Context: an optimization exercise on an open-source flow, tuned for small area. The choices shown serve that exercise and are no tape-out recipe. The RTL was checked by simulation tests, not by an equivalence proof against the original design. Power is estimated from default activity; no workload was simulated.

Design blatesbox_core, start of the top module:
module blatesbox_core (
    input  wire       clk,
    input  wire       rst,
    input  wire       tick,
    input  wire       btn,
    input  wire [7:0] sample,
    output reg        disp_data,
    output reg        disp_clk,
    output reg        disp_latch,
    output wire       beep
);
For scale: roughly 790 cells after synthesis, roughly 16 I/O pins, roughly 0.0055 mm^2 of cells after synthesis.
Settings: LEC_CHECK=0, ABC_AREA=1, CAP_MARGIN=20, CORE_MARGIN=2, CORE_UTILIZATION=70, CTS_BUF_LIST=sky130_fd_sc_hd__clkbuf_8 sky130_fd_sc_hd__clkbuf_16, GPL_TIMING_DRIVEN=0, PLACE_DENSITY=0.8, SLEW_MARGIN=20; clock period 10.0 ns.
standard.sh (not shown) runs the stock make flow with config.mk's settings and CLKGATE_MAP_FILE= SYNTH_SCRIPT=/design/flow/synth_recipe.tcl, a recipe that flattens the netlist after the stock synthesis.
==> flow/flow/run.sh <==
#!/bin/bash
# Own layout flow: the standard synthesis, then the combinational logic of
# the synthesised netlist is re-mapped with an area-oriented ABC script
# (flow/reabc.sh; every flip-flop instance keeps its name, cell type and
# connections), then the standard layout from floorplan to finish, with
# the port buffers made of the smallest buffer cell (buf_1).
# Each tool's output goes to its own log file in the work folder.
set -euo pipefail
W=$(pwd)
R=$W/orfs/results/${FLOW_PLATFORM}/blatesbox_core/base
bash standard.sh synth > synth.log 2>&1
cp "$R/1_2_yosys.v" 1_2_yosys.standard.v
bash flow/reabc.sh 1_2_yosys.standard.v 1_2_yosys.reabc.v reabc.log
cp 1_2_yosys.reabc.v "$R/1_2_yosys.v"
rm -f "$R/1_synth.odb" "$R/1_synth.sdc"
bash standard.sh finish "BUFFER_PORTS_ARGS=-buffer_cell sky130_fd_sc_hd__buf_1" > layout.log 2>&1
==> flow/flow/reabc.sh <==
#!/bin/bash
# reabc.sh IN.v OUT.v LOG : re-map the combinational logic of a synthesised
# sky130hd netlist with an area-oriented ABC script; flip-flop instances
# (names, cell types and connections) are kept as they are.
set -euo pipefail
IN=$1; OUT=$2; LOG=$3
LIB=${FLOW_HOME:-/OpenROAD-flow-scripts/flow}/platforms/sky130hd/lib/sky130_fd_sc_hd__tt_025C_1v80.lib
DU=""
for c in $(grep -o 'sky130_fd_sc_hd__\(probe\|lpflow\)[a-z0-9_]*' $LIB | sort -u); do DU="$DU -dont_use $c"; done
SCRIPT=${ABC_SCRIPT:-"+strash;&get,-n;&deepsyn,-T,30;&put;dch;amap;topo;dnsize"}
FF=$(grep -o 'sky130_fd_sc_hd__[a-z0-9_]*df[a-z0-9_]*' $IN | sort -u | tr '\n' ' ')
cat > reabc.ys <<EOY
read_liberty -ignore_miss_func $LIB
read_verilog $IN
hierarchy -top blatesbox_core
setattr -mod -set blackbox 1 $FF
flatten
opt_clean -purge
abc -liberty $LIB $DU -script $SCRIPT
setundef -zero
opt_clean -purge
hilomap -singleton -hicell sky130_fd_sc_hd__conb_1 HI -locell sky130_fd_sc_hd__conb_1 LO
insbuf -buf sky130_fd_sc_hd__buf_4 A X
splitnets
opt_clean -purge
blackbox sky130_fd_sc_hd__*
read_liberty -lib $LIB
stat -liberty $LIB
write_verilog -noattr -nohex -nodec $OUT
EOY
${YOSYS_EXE:-$(command -v yosys || echo ${FLOW_HOME}/../tools/install/yosys/bin/yosys)} -s reabc.ys > $LOG 2>&1
The baseline went through all stages and came out clean.
Edit:
--- a/flow/flow/run.sh
+++ b/flow/flow/run.sh
@@ -3,0 +4 @@
+# (deepsyn, then choice computation and area mapping with amap)
Settings changed: CTS_BUF_LIST sky130_fd_sc_hd__clkbuf_8 sky130_fd_sc_hd__clkbuf_16 to sky130_fd_sc_hd__clkbuf_4 sky130_fd_sc_hd__clkbuf_8, CTS_CLUSTER_DIAMETER from default to 30, CTS_CLUSTER_SIZE from default to 10.
Outcome: The changed run passed the timing, DRC and antenna checks; setup slack stays the same; routed wire length stays the same; design area is unchanged; sequential share of layout area is unchanged.

---

== zinc ==
Starting RTL as in the previous note.
Settings: LEC_CHECK=0, ABC_AREA=1, CAP_MARGIN=20, CORE_MARGIN=2, CORE_UTILIZATION=70, CTS_BUF_LIST=sky130_fd_sc_hd__clkbuf_8, GPL_TIMING_DRIVEN=0, PLACE_DENSITY=0.8, SLEW_MARGIN=20; clock period 10.0 ns.
==> flow/flow/run.sh <==
#!/bin/bash
# Own layout flow: the standard synthesis, then the combinational logic of
# the synthesised netlist is re-mapped with an area-oriented ABC script
# (flow/reabc.sh; every flip-flop instance keeps its name, cell type and
# connections), then the standard layout from floorplan to finish, with
# the port buffers made of the smallest buffer cell (buf_1).
# Each tool's output goes to its own log file in the work folder.
set -euo pipefail
W=$(pwd)
R=$W/orfs/results/${FLOW_PLATFORM}/blatesbox_core/base
bash standard.sh synth > synth.log 2>&1
cp "$R/1_2_yosys.v" 1_2_yosys.standard.v
bash flow/reabc.sh 1_2_yosys.standard.v 1_2_yosys.reabc.v reabc.log
cp 1_2_yosys.reabc.v "$R/1_2_yosys.v"
rm -f "$R/1_synth.odb" "$R/1_synth.sdc"
bash standard.sh finish "BUFFER_PORTS_ARGS=-buffer_cell sky130_fd_sc_hd__buf_1" > layout.log 2>&1
Scripts as last shown in full above: flow/flow/reabc.sh
zinc: done, clean on timing, DRC and antenna
For fjord, these inputs were changed with respect to zinc:
Settings: removing GPL_TIMING_DRIVEN (formerly 0).
## What came out
Looking only at met1 wire length, and setting everything else aside, the higher value of fjord and zinc goes to zinc. Comparing fjord and zinc, post-layout total power is higher on fjord. Signed area change from the synthesized netlist to the final layout delta (zinc -> fjord): insignificant.

---

Setup of old:
Another version of the RTL of blatesbox_core (not shown whole).
For scale: ~940 cells after synthesis, about 16 I/O pins.
Settings: LEC_CHECK=0, ABC_AREA=1, CAP_MARGIN=20, CORE_MARGIN=2, CORE_UTILIZATION=40, SLEW_MARGIN=20; clock period 10.0 ns.
==> flow/flow/run.sh <==
#!/bin/bash
# Own layout flow: the standard synthesis, then the combinational logic of
# the synthesised netlist is re-mapped with an area-oriented ABC script
# (flow/reabc.sh; every flip-flop instance keeps its name, cell type and
# connections), then the standard layout from floorplan to finish.
# Each tool's output goes to its own log file in the work folder.
set -euo pipefail
W=$(pwd)
R=$W/orfs/results/${FLOW_PLATFORM}/blatesbox_core/base
bash standard.sh synth > synth.log 2>&1
cp "$R/1_2_yosys.v" 1_2_yosys.standard.v
bash flow/reabc.sh 1_2_yosys.standard.v 1_2_yosys.reabc.v reabc.log
cp 1_2_yosys.reabc.v "$R/1_2_yosys.v"
rm -f "$R/1_synth.odb" "$R/1_synth.sdc"
bash standard.sh finish > layout.log 2>&1
==> flow/flow/reabc.sh <==
#!/bin/bash
# reabc.sh IN.v OUT.v LOG : re-map the combinational logic of a synthesised
# sky130hd netlist with an area-oriented ABC script; flip-flop instances
# (names, cell types and connections) are kept as they are.
set -euo pipefail
IN=$1; OUT=$2; LOG=$3
LIB=${FLOW_HOME:-/OpenROAD-flow-scripts/flow}/platforms/sky130hd/lib/sky130_fd_sc_hd__tt_025C_1v80.lib
DU=""
for c in $(grep -o 'sky130_fd_sc_hd__\(probe\|lpflow\)[a-z0-9_]*' $LIB | sort -u); do DU="$DU -dont_use $c"; done
SCRIPT=${ABC_SCRIPT:-"+strash;dch;map,-a;topo;dnsize"}
FF=$(grep -o 'sky130_fd_sc_hd__[a-z0-9_]*df[a-z0-9_]*' $IN | sort -u | tr '\n' ' ')
cat > reabc.ys <<EOY
read_liberty -ignore_miss_func $LIB
read_verilog $IN
hierarchy -top blatesbox_core
setattr -mod -set blackbox 1 $FF
flatten
opt_clean -purge
abc -liberty $LIB $DU -script $SCRIPT
setundef -zero
opt_clean -purge
hilomap -singleton -hicell sky130_fd_sc_hd__conb_1 HI -locell sky130_fd_sc_hd__conb_1 LO
insbuf -buf sky130_fd_sc_hd__buf_4 A X
splitnets
opt_clean -purge
blackbox sky130_fd_sc_hd__*
read_liberty -lib $LIB
stat -liberty $LIB
write_verilog -noattr -nohex -nodec $OUT
EOY
yosys -s reabc.ys > $LOG 2>&1
old completed; timing, DRC and antenna clean
Changes in new relative to old:
==> flow/run.sh (new file) <==
#!/bin/bash
# synth_recipe.tcl (not shown) runs the flow's synth.tcl, then flattens the netlist and writes it again
# the make line also repeats each setting of config.mk as NAME=value (left out here)
make -C /OpenROAD-flow-scripts/flow DESIGN_CONFIG=/design/flow/config.mk WORK_HOME=/design/flow/orfs CLKGATE_MAP_FILE= SYNTH_SCRIPT=/design/flow/synth_recipe.tcl finish
removed: flow/flow/run.sh
removed: flow/flow/reabc.sh
removed: flow/standard.sh
==> results.txt <==
The final layout from new, which completed every stage, passed the timing, DRC and antenna checks at the end of the flow.
The proportion of cell area occupied by registers in new was lower than what old gave.
Note that the instance count on the critical path recorded for old amounts to 1.07 times the value seen in new.
Minimum period implied by the final worst setup slack for new is higher than for old.
Ratio of total power to cell area delta (old -> new): insignificant
Changes observed in new relative to old: final instance area went up by about 7%; worst setup slack went down by 0.56 ns.
Side by side, non-clock buffering overhead in the final layout turned out lower in new than in old.
Count of non-filler cells in the finished layout, old and new, lower one = old.
Measured against each other, old and new differ in total track usage, the lower figure coming from new.
new vs. old: required time at the endpoint of the critical path went up by 0.02 ns.

## separate check: timing with driven ports
In the flow no input, the clock included, has a driving cell. The finished layouts below were timed again as built, in two steps. Step 1 assumes that a clkbuf_16 drives the clock port and a buf_2 every other input. Step 2 times the ports against the registers' clock, not the clock port: input delays grow and output delays shrink by t, the midpoint of the rising clock arrivals with the driver on. Three values: no drivers, after step 1, after step 2; two values: the first two.
run | shift t [ns] | setup slack, ns | worst setup path after step 2 | clock arrival spread, ns | pins driven straight from the clock port
the first run of note 1 | 0.400 | 0.620 / 0.613 / 0.213 | input to register | 0.015 / 0.015 | 1
the second run of note 1 | 0.400 | 0.620 / 0.613 / 0.213 | input to register | 0.015 / 0.015 | 1
zinc | 0.400 | 0.620 / 0.613 / 0.213 | input to register | 0.015 / 0.015 | 1
fjord | 0.412 | 0.952 / 0.962 / 0.550 | input to register | 0.021 / 0.022 | 1
old | 0.405 | 1.733 / 1.754 / 1.349 | input to register | 0.007 / 0.008 | 1
new | 0.397 | 1.174 / 1.194 / 0.797 | input to register | 0.009 / 0.010 | 1
After both steps every run listed still meets setup and hold.
